This design comes from an exercise in tuning for small area on the open sky130 flow, not from production work.
The RTL was checked by simulation tests, not by an equivalence proof against the original design.
No activity file was given, so power comes from the tool's default toggle rates.

`flow/config.mk`:
```
export PLATFORM = sky130hd
export DESIGN_NAME = miltest_endpoint
export DESIGN_NICKNAME = miltest_endpoint
export VERILOG_FILES = /design/flow/design.v
export SDC_FILE = /design/flow/constraint.sdc
export NUM_CORES = 4
export LEC_CHECK = 0
export CAP_MARGIN = 20
export CORE_MARGIN = 2
export CORE_UTILIZATION = 40
export SLEW_MARGIN = 20
```
`flow/constraint.sdc`:
```
create_clock -name core_clock -period 10.0 [get_ports {clk}]
set_input_delay 2.0000 -clock core_clock [delete_from_list [all_inputs] [get_ports {clk}]]
set_output_delay 2.0000 -clock core_clock [all_outputs]
set_load 0.01 [all_outputs]
```
`flow/design.v`:
```
module miltest_endpoint #(
    parameter integer HB_TIMEOUT_TICKS = 1000
) (
    input  wire         clk,
    input  wire         rst,
    input  wire         tick,
    input  wire         rx_valid,
    output wire         rx_ready,
    input  wire [7:0]   rx_data,
    input  wire         rx_last,
    input  wire         rx_empty,
    output wire         tx_valid,
    input  wire         tx_ready,
    output reg  [7:0]   tx_data,
    output wire         tx_last,
    output reg          st_valid,
    output reg  [2:0]   st_code,
    output wire         safe,
    output wire         kill_latch,
    output wire [255:0] thrust_q
);
    localparam [7:0] START0 = 8'h47;
    localparam [7:0] START1 = 8'h44;
    localparam [7:0] ID_ACK       = 8'h00;
    localparam [7:0] ID_NACK      = 8'h01;
    localparam [7:0] ID_GETKILL   = 8'h02;
    localparam [7:0] ID_KILLSTAT  = 8'h03;
    localparam [7:0] ID_HEARTBEAT = 8'h04;
    localparam [7:0] ID_KILL      = 8'h05;
    localparam [7:0] ID_UNKILL    = 8'h06;
    localparam [7:0] ID_SETTHRUST = 8'h07;
    localparam [2:0] ST_OK        = 3'd0;
    localparam [2:0] ST_TOO_SHORT = 3'd1;
    localparam [2:0] ST_BAD_START = 3'd2;
    localparam [2:0] ST_UNKNOWN   = 3'd3;
    localparam [2:0] ST_LENGTH    = 3'd4;
    localparam [2:0] ST_CHECKSUM  = 3'd5;
    localparam [1:0] R_ACK  = 2'd0;
    localparam [1:0] R_NACK = 2'd1;
    localparam [1:0] R_KS0  = 2'd2;
    localparam [1:0] R_KS1  = 2'd3;
    localparam [1:0] S_RX   = 2'd0;
    localparam [1:0] S_PROC = 2'd1;
    localparam [1:0] S_TX   = 2'd2;
    reg         kill_q;
    reg  [63:0] now_q;
    reg  [63:0] last_hb_q;
    reg  [31:0] thrust [0:7];
    reg  [1:0]  state;
    reg  [3:0]  rx_count;       
    reg  [7:0]  hdr0, hdr1, hdr2;
    reg  [7:0]  pay [0:4];      
    reg  [7:0]  last_byte;      
    reg  [7:0]  acc;            
    reg  [7:0]  acc_prev;       
    reg  [1:0]  resp_kind;
    reg  [2:0]  tx_idx;
    localparam [63:0] HB_TIMEOUT = {32'd0, HB_TIMEOUT_TICKS[31:0]};
    wire [63:0] elapsed = now_q - last_hb_q;
    wire        wd_running = (elapsed < HB_TIMEOUT);
    wire        is_safe = !kill_q && wd_running;
    assign safe       = is_safe;
    assign kill_latch = kill_q;
    genvar gi;
    generate
        for (gi = 0; gi < 8; gi = gi + 1) begin : g_thrust_out
            assign thrust_q[32*gi +: 32] = thrust[gi];
        end
    endgenerate
    assign rx_ready = (state == S_RX);
    wire       rx_take  = rx_ready && rx_valid;
    wire       rx_zero  = rx_ready && !rx_valid && rx_empty && (rx_count == 4'd0);
    wire [7:0] acc_next = {acc[0], acc[7:1]} + rx_data;
    reg  [3:0]  exp_len;
    always @(*) begin
        case (hdr2)
            ID_KILLSTAT:  exp_len = 4'd5;
            ID_SETTHRUST: exp_len = 4'd9;
            default:      exp_len = 4'd4;
        endcase
    end
    reg  [2:0]  dec_code;
    always @(*) begin
        if (rx_count < 4'd4)
            dec_code = ST_TOO_SHORT;
        else if (hdr0 != START0 || hdr1 != START1)
            dec_code = ST_BAD_START;
        else if (hdr2 > ID_SETTHRUST)
            dec_code = ST_UNKNOWN;
        else if (rx_count != exp_len)
            dec_code = ST_LENGTH;
        else if (acc_prev != last_byte)
            dec_code = ST_CHECKSUM;
        else
            dec_code = ST_OK;
    end
    wire [7:0]  st_ch    = pay[0];
    wire [31:0] st_bits  = {pay[1], pay[2], pay[3], pay[4]};
    wire        in_range = (st_bits <= 32'h3F80_0000) || (st_bits == 32'h8000_0000);
    reg  [1:0]  h_resp;
    reg         h_hb;
    reg         h_kill;
    reg         h_thrust;
    always @(*) begin
        h_resp   = R_NACK;
        h_hb     = 1'b0;
        h_kill   = 1'b0;
        h_thrust = 1'b0;
        if (hdr2 == ID_HEARTBEAT) begin
            h_hb   = 1'b1;
            h_resp = R_ACK;
        end else if (is_safe) begin
            case (hdr2)
                ID_GETKILL:
                    h_resp = kill_q ? R_KS1 : R_KS0;
                ID_KILL:
                    if (!kill_q) begin
                        h_kill = 1'b1;
                        h_resp = R_ACK;
                    end
                ID_UNKILL:
                    h_resp = R_NACK;        
                ID_SETTHRUST:
                    if (st_ch <= 8'd7 && in_range) begin
                        h_thrust = 1'b1;
                        h_resp   = R_ACK;
                    end
                default:
                    h_resp = R_NACK;
            endcase
        end
    end
    wire dispatch = (state == S_PROC) && (dec_code == ST_OK);
    wire [2:0] tx_len = (resp_kind == R_KS0 || resp_kind == R_KS1) ? 3'd5 : 3'd4;
    assign tx_valid = (state == S_TX);
    assign tx_last  = (tx_idx == tx_len - 3'd1);
    always @(*) begin
        case (tx_idx)
            3'd0: tx_data = START0;
            3'd1: tx_data = START1;
            3'd2: tx_data = (resp_kind == R_ACK)  ? ID_ACK :
                            (resp_kind == R_NACK) ? ID_NACK : ID_KILLSTAT;
            3'd3: tx_data = (resp_kind == R_ACK)  ? 8'hF3 :
                            (resp_kind == R_NACK) ? 8'hF4 :
                            (resp_kind == R_KS1)  ? 8'h01 : 8'h00;
            3'd4: tx_data = (resp_kind == R_KS1)  ? 8'h7C : 8'h7B;
            default: tx_data = 8'h00;
        endcase
    end
    integer i;
    always @(posedge clk) begin
        if (rst)
            now_q <= 64'd0;
        else if (tick)
            now_q <= now_q + 64'd1;
    end
    always @(posedge clk) begin
        if (rst) begin
            kill_q    <= 1'b0;
            last_hb_q <= 64'd0;
            for (i = 0; i < 8; i = i + 1)
                thrust[i] <= 32'd0;
        end else if (dispatch) begin
            if (h_hb)
                last_hb_q <= now_q;
            if (h_kill)
                kill_q <= 1'b1;
            if (h_thrust)
                thrust[st_ch[2:0]] <= st_bits;
        end
    end
    always @(posedge clk) begin
        if (rx_take) begin
            case (rx_count)
                4'd0: hdr0   <= rx_data;
                4'd1: hdr1   <= rx_data;
                4'd2: hdr2   <= rx_data;
                4'd3: pay[0] <= rx_data;
                4'd4: pay[1] <= rx_data;
                4'd5: pay[2] <= rx_data;
                4'd6: pay[3] <= rx_data;
                4'd7: pay[4] <= rx_data;
                default: ;
            endcase
            last_byte <= rx_data;
        end
    end
    always @(posedge clk) begin
        if (rst) begin
            state     <= S_RX;
            rx_count  <= 4'd0;
            acc       <= 8'd0;
            acc_prev  <= 8'd0;
            resp_kind <= R_NACK;
            tx_idx    <= 3'd0;
            st_valid  <= 1'b0;
            st_code   <= ST_OK;
        end else begin
            st_valid <= 1'b0;
            case (state)
                S_RX: begin
                    if (rx_take) begin
                        acc_prev <= acc;
                        acc      <= acc_next;
                        if (rx_count != 4'd10)
                            rx_count <= rx_count + 4'd1;
                        if (rx_last)
                            state <= S_PROC;
                    end else if (rx_zero) begin
                        state <= S_PROC;
                    end
                end
                S_PROC: begin
                    st_valid  <= 1'b1;
                    st_code   <= dec_code;
                    resp_kind <= h_resp;
                    tx_idx    <= 3'd0;
                    rx_count  <= 4'd0;
                    acc       <= 8'd0;
                    acc_prev  <= 8'd0;
                    state     <= (dec_code == ST_OK) ? S_TX : S_RX;
                end
                S_TX: begin
                    if (tx_ready) begin
                        if (tx_last)
                            state <= S_RX;
                        else
                            tx_idx <= tx_idx + 3'd1;
                    end
                end
                default: state <= S_RX;
            endcase
        end
    end
endmodule
```
`flow/run.sh`:
```
#!/bin/bash
# synth_recipe.tcl (not shown) runs the flow's synth.tcl, then flattens the netlist and writes it again
# the make line also repeats each setting of config.mk as NAME=value (left out here)
make -C /OpenROAD-flow-scripts/flow DESIGN_CONFIG=/design/flow/config.mk WORK_HOME=/design/flow/orfs CLKGATE_MAP_FILE= SYNTH_SCRIPT=/design/flow/synth_recipe.tcl finish
```
==> flow_summary.yaml <==
final_layout:
  most_frequent_standard_cell_in_the_layout_excluding_fill_and_tap_cells: "sky130_fd_sc_hd__nand2_1"
  layout-area-overhead-vs-synth_pct: 20.2
  nets: 2844
  final_core_util_pct: 48.7
  fraction_of_final_layout_cells_with_drive_strength_greater_than_1_pct: 5.60
  antenna_cells: 0
  layout_common_cells: "348 x sky130_fd_sc_hd__nand2_1, 328 x sky130_fd_sc_hd__edfxtp_1, 286 x sky130_fd_sc_hd__clkdlybuf4s50_1, 275 x sky130_fd_sc_hd__nor4_1, 178 x sky130_fd_sc_hd__nor2_1"
worst_setup_path:
  crit_required_ns: 8.00
  cpMaxStageDelayCell: "sky130_fd_sc_hd__nor4_1"
  path_max_fanout: 30
  startpoint_of_the_lowest_slack_register_to_register_path: "now_q[42]"
  critical-path-top-cell-by-count: "sky130_fd_sc_hd__nor4_1"
  r2r.worst_path.cells: 13
  crit_path_buf_inv_count: 2
  critPathKind: "flip-flop to primary output"
  cp-start-kind: "flip-flop"
  regToRegSetupSlack_ns: 3.65
  critPathCaptureType: "primary output"
  worstReg2RegEnd: "thrust[5][5]"
  crit_family: "simple AND/OR/NAND/NOR gates"
  crit_path_max_incr_delay_ns: 0.58
  timing.critical_path.cells: "ha_1, a21oi_1, o21ai_0, a2111o_1, nor4_1, nand4bb_1, nor4_1, nand4_1, nor4_1, and3_1, nand4_4, inv_1, clkdlybuf4s50_1"
  critPathArrivalTime_ns: 5.85
worst_hold_path:
  hold_path_end: "last_hb_q[19]"
  hold_path_startpoint: "last_hb_q[19]"
  whs_path_depth: 2
  hold_path.class: "flip-flop to flip-flop"
clock_network:
  clkLatencyLatePin_ns: 0.62
  numCtsBuffers: 52
  cts_setup_buffers: 0
  clockRootBuffer: "sky130_fd_sc_hd__clkbuf_16"
  cts-root-to-sink-buffers: 3
  tritoncts_clock_tree: "done"
  htree_num_levels: 2
  clk_pin_slew_worst_paths_ns: 0.06
  postCtsResizedCells: 0
  cts_hold_repair.buffers: 0
  cts_num_sinks: 488
global_route:
  grtUsageTotal_pct: 25.7
  grt_pass1_wl_um: 126000
  grt_start_max_net_pins: 229
  global_route_congestion_overflow_total: 0
  number_of_antenna_violations_at_the_first_check_in_global_routing: 0
  number_of_global_route_vias_before_repair: 19900
logic_synthesis:
  syn_area_um2: 25000
  synth_seq_area_share_pct: 52.1
  synth_flop_type: "sky130_fd_sc_hd__edfxtp_1"
  synthSimpleGateAreaFrac_pct: 22.2
  post_synth_xor_area_fraction_pct: 3.25
  post_synth.cell_area_avg_um2: 9.82
  synth_async_sr_flop_share_pct: 0
  synth_compound_gate_area_share_pct: 12.5
  yosys.area_share.adder_pct: 4.28
  synthMuxAreaShare_pct: 0.290
  dominant_combinational_cell_family_by_area_after_synthesis: "simple AND/OR/NAND/NOR gates"
  synth-edff-count: 328
  total_of_flip_flops_plus_latches_after_synthesis: 488
  synthesized_instance_count: 2550
  yosys_warns: 2
  netlist-cell-type-count: 93
placed_design:
  finalWeightedCongestion: 0.993
  place_worst_setup_slack_ns: 2.89
  place.detailed.hpwl_um: 62100
  numPortBuffers: 287
detailed_routing:
  met2_wirelength_um: 41400
  wire_per_inst_um: 23.5
  detailedRoute.firstPassIterationCount: 7
  met3_wire_len_um: 5660
  routedLengthMet1_um: 35500
  routed.top_layer: "met4"
  detail-route-antenna-nets: 0
  routed_wl_um: 85200
  route.vias.total: 21300
  drt_iter0_drc: 1670
  post-route-drc-count: 0
  post_drt_via_cell_ratio: 5.87
timing:
  worst_pin_slew_ns: 1.02
  report.final.setup_viol: 0
  finalWorstPathRequiredPeriod_ns: 7.85
  unrepaired_setup_endpoints_after_global_routing: "false"
  slew_headroom_pct: 32.2
  finClkSkew_ns: 0.0430
  maxSlewViolCount: 0
  fmax_ghz: 0.127
  final_hold_violations: 0
  worst_setup_margin_ns: 2.15
  share_of_the_clock_period_used_by_the_worst_path_pct: 78.5
  finalSetupTns_ns: 0
power:
  leakagePower_nw: 10.7
  power.density_nw_per_um2: 153
  irDropWorstVdd_mv: 0.116
  finalPower_mw: 4.61
floorplanning:
  placement_rows: 91
  floorplan.initialDensity_pct: 40.5
  die_y_um: 254
  fp.coreArea_um2: 61800
  boundaryPins: 288
  die_w_um: 254
  design.die.area_um2: 64600
status:
  outcome: "finished clean"
flow_run:
  drv.max_cap_violation_count: 0
==> kinds of logic after synthesis <==
logic type	count (synthesis)
AND/OR/NAND/NOR	1105
AO/OA/AOI/OAI	489
flip-flops	488
buffers and inverters	282
XOR/XNOR	93
adder cells (fa/ha/maj)	85
multiplexers	7
other	1
==> routing by layer <==
metal | vias up | GRT usage, %
met3 | 129 | 3.31
met2 | 841 | 44.5
met4 | 0 | 7.87
met1 | 10400 | 33.7
met5 | - | 0
li1 | 9896 | -
==> flip-flops by register name, summed over array words and instances, names as in the netlist <==
| register | flops |
|---|---|
| acc_prev | 8 |
| hdr1 | 8 |
| kill_q | 1 |
| st_code | 3 |
| last_byte | 8 |
| now_q | 64 |
| rx_count | 4 |
| state | 2 |
| last_hb_q | 64 |
| pay | 40 |
| tx_idx | 3 |
| thrust | 256 |
| hdr2 | 8 |
| st_valid | 1 |
| resp_kind | 2 |
| acc | 8 |
| hdr0 | 8 |
==> worst min-delay path: stages (launching register included) <==
cell and delay (ns):
sky130_fd_sc_hd__dfxtp_1 0.31, sky130_fd_sc_hd__nand2_1 0.05, sky130_fd_sc_hd__a21oi_1 0.05
==> how the worst max path moves through the flow <==
stage	slack, ns	cells past startpoint	to	startpoint
global placement	2.82	14	safe	last_hb_q[19]
global route	1.89	13	safe	now_q[42]
finish	2.15	13	safe	now_q[42]
floorplan	2.82	13	thrust[7][0]	now_q[11]
detailed placement	2.89	13	safe	now_q[19]
CTS	2.22	13	safe	now_q[19]
==> layout make-up <==
| cell class | instances | area (µm²) |
|---|---|---|
| well taps | 837 | 1050 |
| multi-input cells | 1787 | 10800 |
| clock inverters | 34 | 342 |
| flip-flops and latches | 488 | 13100 |
| repair buffers | 312 | 3090 |
| inverters | 103 | 387 |
| clock buffers | 62 | 1390 |
| fillers | 5668 | 31700 |
==> power by group <==
part           total, mW  internal, mW  switching [mW]
logic              0.384         0.166           0.217
registers           2.25          2.22          0.0325
clock network       1.97          1.13           0.843
total               4.61          3.51            1.09
==> cells in the mapped netlist, types with 6 or more instances <==
| cell type | count | area [µm²] |
|---|---|---|
| sky130_fd_sc_hd__nand2_1 | 349 | 1310 |
| sky130_fd_sc_hd__edfxtp_1 | 328 | 9850 |
| sky130_fd_sc_hd__nor4_1 | 275 | 1720 |
| sky130_fd_sc_hd__nor2_1 | 179 | 672 |
| sky130_fd_sc_hd__a21oi_1 | 177 | 886 |
| sky130_fd_sc_hd__dfxtp_1 | 160 | 3200 |
| sky130_fd_sc_hd__clkbuf_1 | 105 | 394 |
| sky130_fd_sc_hd__inv_1 | 102 | 383 |
| sky130_fd_sc_hd__ha_1 | 84 | 1050 |
| sky130_fd_sc_hd__o21ai_0 | 75 | 375 |
| sky130_fd_sc_hd__nand4_1 | 56 | 350 |
| sky130_fd_sc_hd__nor3_1 | 55 | 275 |
| sky130_fd_sc_hd__nand3_1 | 52 | 260 |
| sky130_fd_sc_hd__xor2_1 | 48 | 420 |
| sky130_fd_sc_hd__xnor2_1 | 45 | 394 |
| sky130_fd_sc_hd__buf_2 | 42 | 210 |
| sky130_fd_sc_hd__o21a_1 | 37 | 278 |
| sky130_fd_sc_hd__and3_1 | 32 | 200 |
| sky130_fd_sc_hd__buf_6 | 27 | 304 |
| sky130_fd_sc_hd__or3_1 | 23 | 144 |
| sky130_fd_sc_hd__a21o_1 | 21 | 158 |
| sky130_fd_sc_hd__a22oi_1 | 18 | 135 |
| sky130_fd_sc_hd__o21ai_1 | 17 | 85.1 |
| sky130_fd_sc_hd__nand2b_1 | 15 | 93.8 |
| sky130_fd_sc_hd__and2_1 | 14 | 87.6 |
| sky130_fd_sc_hd__o211ai_1 | 14 | 105 |
| sky130_fd_sc_hd__a211oi_1 | 11 | 82.6 |
| sky130_fd_sc_hd__a31oi_1 | 10 | 62.6 |
| sky130_fd_sc_hd__o41ai_1 | 10 | 87.6 |
| sky130_fd_sc_hd__a21oi_2 | 8 | 70.1 |
| sky130_fd_sc_hd__o21bai_1 | 8 | 60.1 |
| sky130_fd_sc_hd__and4_1 | 7 | 61.3 |
| sky130_fd_sc_hd__nor2b_1 | 7 | 43.8 |
| sky130_fd_sc_hd__or4_1 | 7 | 52.6 |
| sky130_fd_sc_hd__o2111ai_1 | 6 | 52.6 |
| sky130_fd_sc_hd__o221ai_1 | 6 | 52.6 |
| sky130_fd_sc_hd__or2_2 | 6 | 37.5 |
==> metrics by stage <==
step / cell area (µm²) / instances / hold slack, ns
detailed placement: 28300 / 3526 / 0.444
floorplan: 25100 / 2557 / 0.432
global placement: 28300 / 3526 / 0.439
global route: 30100 / 3623 / 0.468
finish: 30100 / 3623 / 0.450
CTS: 30100 / 3622 / 0.452

-- afterwards: timing with drivers on the ports --
Ports are ideal in the flow. The routed layout listed here was re-timed in OpenROAD.
Step 1: set_driving_cell puts a clkbuf_16 on clk and a buf_2 on each other input, an assumption about the parent block.
Step 2 moves the port delays by t, midway between the first and last clock arrival at a register: inputs arrive t later, outputs are due t later. That takes back most of the time a late clock gives input paths.
Slacks: ideal / step 1 / step 2; pairs: ideal / step 1.
t, ns: 0.665
slack for setup (ns): 2.148 / 2.085 / 2.750
worst data-port slew with drivers (ns): 0.04
After both steps this run still meets setup and hold. For this run, drivers alone change the setup slack by -0.063 ns; drivers and shift together by +0.602 ns.
